What follows belongs to an exercise in optimizing a design on an open flow for small area, a short achievable clock period and few clock cycles; a production flow would make more cautious choices. In this exercise RTL edits were held to simulation tests only and were not proved equivalent to the original.

### flow/run.sh
#!/bin/bash
# synth_recipe.tcl (not shown) runs the flow's synth.tcl, then flattens the netlist and writes it again
# the make line also repeats each setting of config.mk as NAME=value (left out here)
make -C /OpenROAD-flow-scripts/flow DESIGN_CONFIG=/design/flow/config.mk WORK_HOME=/design/flow/orfs CLKGATE_MAP_FILE= SYNTH_SCRIPT=/design/flow/synth_recipe.tcl finish
### flow/config.mk
export PLATFORM = sky130hd
export DESIGN_NAME = radix_converter
export DESIGN_NICKNAME = radix_converter
export VERILOG_FILES = /design/flow/design.v
export SDC_FILE = /design/flow/constraint.sdc
export NUM_CORES = 4
export LEC_CHECK = 0
export CAP_MARGIN = 20
export CORE_MARGIN = 2
export CORE_UTILIZATION = 40
export SLEW_MARGIN = 20
### flow/constraint.sdc
create_clock -name core_clock -period 40.0 [get_ports {clk}]
set_input_delay 8.0000 -clock core_clock [delete_from_list [all_inputs] [get_ports {clk}]]
set_output_delay 8.0000 -clock core_clock [all_outputs]
set_load 0.01 [all_outputs]
### flow/design.v
module radix_converter (
    input  wire       clk,
    input  wire       rst,         
    input  wire       in_we,
    input  wire [5:0] in_addr,
    input  wire [7:0] in_wdata,
    input  wire       start,
    input  wire [6:0] in_len,
    input  wire [8:0] src_base,
    input  wire [8:0] dst_base,
    output reg        busy,
    output reg        done,
    output reg        err,
    output reg  [7:0] errcode,
    output reg  [6:0] out_len,
    input  wire [5:0] out_addr,
    output wire [7:0] out_rdata
);
    localparam CAP = 64;
    localparam [7:0] ERR_BASE     = 8'h02;
    localparam [7:0] ERR_DIGIT    = 8'h03;
    localparam [7:0] ERR_CAPACITY = 8'h07;
    localparam [1:0] S_CHECK = 2'd0;
    localparam [1:0] S_COPY  = 2'd1;
    localparam [1:0] S_SWEEP = 2'd2;
    reg [7:0] in_mem [0:CAP-1];    
    reg [7:0] w_mem  [0:CAP-1];    
    reg [7:0] stk    [0:CAP-1];    
    reg [1:0] state;
    reg [6:0] n;                   
    reg [8:0] a;                   
    reg [8:0] b;                   
    reg [5:0] idx;                 
    reg [7:0] rem;                 
    reg       nz;                  
    reg [6:0] cnt;                 
    always @(posedge clk) begin
        if (in_we)
            in_mem[in_addr] <= in_wdata;
    end
    wire [7:0]  cur   = w_mem[idx];
    wire [15:0] value = rem * a + cur;
    wire [15:0] quo   = value / b;
    wire [15:0] rmd   = value % b;
    wire        last  = ({1'b0, idx} == n - 7'd1);
    wire        nz_q  = nz | (quo != 16'd0);
    wire [7:0]  din   = in_mem[idx];
    always @(posedge clk) begin
        if (rst) begin
            busy    <= 1'b0;
            done    <= 1'b0;
            err     <= 1'b0;
            errcode <= 8'h00;
            out_len <= 7'd0;
            state   <= S_CHECK;
            cnt     <= 7'd0;
        end else if (!busy) begin
            if (start) begin
                busy    <= 1'b1;
                done    <= 1'b0;
                err     <= 1'b0;
                errcode <= 8'h00;
                out_len <= 7'd0;
                n       <= in_len;
                a       <= src_base;
                b       <= dst_base;
                state   <= S_CHECK;
            end
        end else begin
            case (state)
                S_CHECK: begin
                    idx <= 6'd0;
                    nz  <= 1'b0;
                    cnt <= 7'd0;
                    if (n > CAP) begin
                        busy    <= 1'b0;
                        done    <= 1'b1;
                        err     <= 1'b1;
                        errcode <= ERR_CAPACITY;
                    end else if (a < 9'd2 || a > 9'd256 || b < 9'd2 || b > 9'd256) begin
                        busy    <= 1'b0;
                        done    <= 1'b1;
                        err     <= 1'b1;
                        errcode <= ERR_BASE;
                    end else if (n == 7'd0) begin
                        stk[0]  <= 8'd0;
                        out_len <= 7'd1;
                        busy    <= 1'b0;
                        done    <= 1'b1;
                    end else begin
                        state <= S_COPY;
                    end
                end
                S_COPY: begin
                    if ({1'b0, din} >= a) begin
                        busy    <= 1'b0;
                        done    <= 1'b1;
                        err     <= 1'b1;
                        errcode <= ERR_DIGIT;
                    end else begin
                        w_mem[idx] <= din;
                        if (last) begin
                            idx <= 6'd0;
                            rem <= 8'd0;
                            nz  <= 1'b0;
                            if (!(nz || din != 8'd0)) begin
                                stk[0]  <= 8'd0;
                                out_len <= 7'd1;
                                busy    <= 1'b0;
                                done    <= 1'b1;
                            end else begin
                                state <= S_SWEEP;
                            end
                        end else begin
                            idx <= idx + 6'd1;
                            nz  <= nz | (din != 8'd0);
                        end
                    end
                end
                S_SWEEP: begin
                    w_mem[idx] <= quo[7:0];
                    if (last) begin
                        idx <= 6'd0;
                        rem <= 8'd0;
                        nz  <= 1'b0;
                        if (cnt == CAP) begin
                            busy    <= 1'b0;
                            done    <= 1'b1;
                            err     <= 1'b1;
                            errcode <= ERR_CAPACITY;
                        end else begin
                            stk[cnt[5:0]] <= rmd[7:0];
                            cnt           <= cnt + 7'd1;
                            if (!nz_q) begin
                                out_len <= cnt + 7'd1;
                                busy    <= 1'b0;
                                done    <= 1'b1;
                            end
                        end
                    end else begin
                        idx <= idx + 6'd1;
                        rem <= rmd[7:0];
                        nz  <= nz_q;
                    end
                end
                default: state <= S_CHECK;
            endcase
        end
    end
    wire [5:0] rd_idx = out_len[5:0] - 6'd1 - out_addr;
    assign out_rdata = stk[rd_idx];
endmodule
==> impl_metrics.json <==
{
  "drt_wl_total_um": 173000,
  "clkLatencyLatePin_ps": 820,
  "path_max_fanout": 40,
  "synth_mux_area_share_pct": 16.5,
  "synth_top_area_cell": "edfxtp_1",
  "synthTopCellsByCount": "edfxtp_1 (1,576), mux4_2 (496), nor2_1 (320)",
  "syn_to_final_growth_pct": 13.5,
  "antenna_found_initial": 2,
  "ant_nets": 0,
  "startpoint_type": "flop",
  "grt_usage_pct": 18.9,
  "coreArea_sq_um": 178000,
  "crit_top_cell": "o21a_1",
  "path_class": "flop to flop",
  "finalMaxSlewViolations": 0,
  "cts_hold_buf": 0,
  "totalNegativeSetupSlack_ps": 0,
  "critPathRequiredTime_ps": 40540,
  "drv_cap": 0,
  "synth_area_leaders": "edfxtp_1 (66%), mux4_2 (16%), ha_1 (2.9%), nor2_1 (1.7%), fa_1 (1.4%)",
  "ys_seq_elements": 1603,
  "postLayoutSetupSlackWorst_ps": 2150,
  "tightest_slew_ps": 1160,
  "num_rows": 155,
  "fin_util_pct": 45.6,
  "post_drt_wl_per_cell_um": 25.8,
  "synthFlopType": "edfxtp_1",
  "die_w_um": 427,
  "grt_start_max_net_pins": 101,
  "synth_xor_area_share_pct": 0.979,
  "viasPerCell": 5.64,
  "synth_compound_area_share_pct": 3.98,
  "cts_buffers": 161,
  "synth_edf_count": 1576,
  "place_hpwl_um": 110000,
  "grt_pass1_vias": 38071,
  "clockBufferDepth": 3,
  "period_share_pct": 94.6,
  "slowest_stage": "or4b_4",
  "ys_async_sr_fraction_pct": 0,
  "period_needed_ps": 37850,
  "layout.nets": 4492,
  "io_buffers": 69,
  "synthCells": 4024,
  "syn_area_sq_um": 71600,
  "hold_end": "errcode[2]",
  "overflow": 0,
  "drive_gt1_share_pct": 23.3,
  "max_freq_mhz": 26.4,
  "drc": 0,
  "ys_seq_area_share_pct": 66.9,
  "yosys_warnings": 1,
  "clock-sinks": 1603,
  "synth_simple_gate_area_share_pct": 5.40,
  "min_path_type": "flop to flop",
  "diodes": 0,
  "die_h_um": 427,
  "vias": 37822,
  "cts_tree": "built",
  "hold_viol_final": 0,
  "reg2reg_slack_ps": 2150,
  "r2r_end": "stk[63][6]",
  "grt_pass1_wl_um": 255000,
  "clk_pin_slew_ps": 60,
  "syn_area_per_cell_sq_um": 17.8,
  "gp_congestion": 0.841,
  "ys_types": 100,
  "min-delay-start": "errcode[2]",
  "htreeDepth": 4,
  "start_util_pct": 40.2,
  "holdPathStages": 2,
  "max_slew_margin_pct": 22.1,
  "synth_fa_ha_area_share_pct": 4.36,
  "die_area_sq_um": 182000,
  "status": "complete, no violations",
  "synth_top_family_by_area": "multiplexers",
  "clockRootBuffer": "clkbuf_16",
  "critPathMaxStageDelay_ps": 620,
  "synth_top_area_share_pct": 66.1,
  "drt_first_pass_iters": 5,
  "io_pins": 75,
  "reg2reg_depth": 164,
  "finalSetupViolations": 0,
  "fin_skew_ps": 71.2,
  "arrival_ps": 38380,
  "drt_iter0_drc": 3938,
  "yosysMostFrequentCell": "edfxtp_1",
  "preCtsSetupSlack_ps": 225,
  "endpoint_kind": "flop"
}
critical path, delay by kind of cell, from the launching register on:
| kind | cells | cell delay, ps |
|---|---|---|
| buffers and inverters | 18 | 2660 |
| AO/OA/AOI/OAI | 83 | 17340 |
| flip-flops | 1 | 460 |
| multiplexers | 12 | 4290 |
| AND/OR/NAND/NOR | 30 | 5530 |
| adder cells (fa/ha/maj) | 21 | 7210 |
registers in the layout (all words and copies together), names as in the netlist, 2 cells and up, named ones only:
name / flops
errcode: 3
rem: 8
n: 7
state: 2
in_mem: 512
stk: 512
a: 9
w_mem: 512
cnt: 7
out_len: 7
idx: 6
b: 9
area by class of cell:
type	count	area (sq um)
Fill cell	15178	96800
Sequential cell	1603	47900
Clock inverter	85	747
Timing Repair Buffer	211	1950
Multi-Input combinational cell	2088	22900
Inverter	159	597
Clock buffer	207	4250
Tap cell	2355	2950
per-stage QoR:
step                      hold slack (ps)  cell area (sq um)  instances
final                                 567              81300       6708
after global routing                  588              81300       6708
after CTS                             574              80600       6663
after detailed placement              563              75600       6371
after global placement                563              75500       6366
after floorplan                       476              71600       4028
how the worst max path moves through the flow:
stage / from / cells after the start / endpoint / slack (ps)
2_1_floorplan: flop / 171 / stk[0][0] / 900
3_3_place_gp: flop / 166 / stk[22][0] / 960
3_5_place_dp: flop / 166 / stk[21][5] / 220
4_1_cts: flop / 166 / stk[28][5] / 80
5_1_grt: flop / 166 / stk[30][0] / -60
6_report: flop / 164 / stk[63][6] / 2150
per-layer routing:
| metal | track usage (%) | vias to the layer above | share of wire, % |
|---|---|---|---|
| met1 | 25.8 | 19888 | 43 |
| met5 | 0 | - | 0.020 |
| met2 | 31.8 | 1140 | 50 |
| met3 | 2.55 | 227 | 4.8 |
| li1 | - | 16563 | - |
| met4 | 5.39 | 4 | 2.4 |
cell usage in the layout, fill, tap and decap left out, drive strengths merged, types with 24 or more instances in the layout:
cell,instances
nor3,70
clkinv,73
dfxtp,27
fa,51
a21o,40
o21ai,65
clkdlybuf4s50,61
nand2b,24
xor2,31
xnor2,49
inv,163
and2,42
mux2i,29
o21a,46
o31ai,24
a21oi,100
edfxtp,1576
nand3,54
nand2,178
mux4,496
clkbuf,208
ha,168
nor2b,29
nor2,324
buf,149
mux2,32
cell families after synthesis:
kind of cell             after synthesis
flip-flops                          1603
AND/OR/NAND/NOR                      824
multiplexers                         557
AO/OA/AOI/OAI                        398
buffers and inverters                342
adder cells (fa/ha/maj)              219
XOR/XNOR                              80
other                                  1
timing repair:
item,4_1_cts,5_1_grt
hold endpoints to repair,0,0
setup endpoints to repair,0,594
buffers inserted,0,39
gates resized for setup,0,76
Testbench counts, summed over its fixed seeds: cycles 194,923.

re-timing with driven ports:
The results above use ideal ports. As a check the final layout listed here was re-extracted and re-timed, cells and wires unchanged. Step 1 (the two cells are an assumption about what drives the block):
set clk [get_ports {clk}]
set_driving_cell -lib_cell sky130_fd_sc_hd__clkbuf_16 $clk
set_driving_cell -lib_cell sky130_fd_sc_hd__buf_2 [delete_from_list [all_inputs] $clk]
Step 2 adds t to the input delays and takes it off the output delays; t is the mean of the earliest and latest rising clock arrival at the registers after step 1. Input paths then give back, and output paths get back, about the clock's delay inside the block. a / b / c = ideal / step 1 / step 2; a / b = the first two.
shift t [ns]: 0.870
setup WS [ns]: 2.154 / 2.154 / 2.154
worst setup path after step 2: register to register
latest minus earliest clock arrival (ns): 0.071 / 0.072
worst register clock-pin slew, ns: 0.07 / 0.07
After both steps this run still meets setup and hold. For this run, drivers alone change the setup slack by 0.000 ns; drivers and shift together by 0.000 ns.
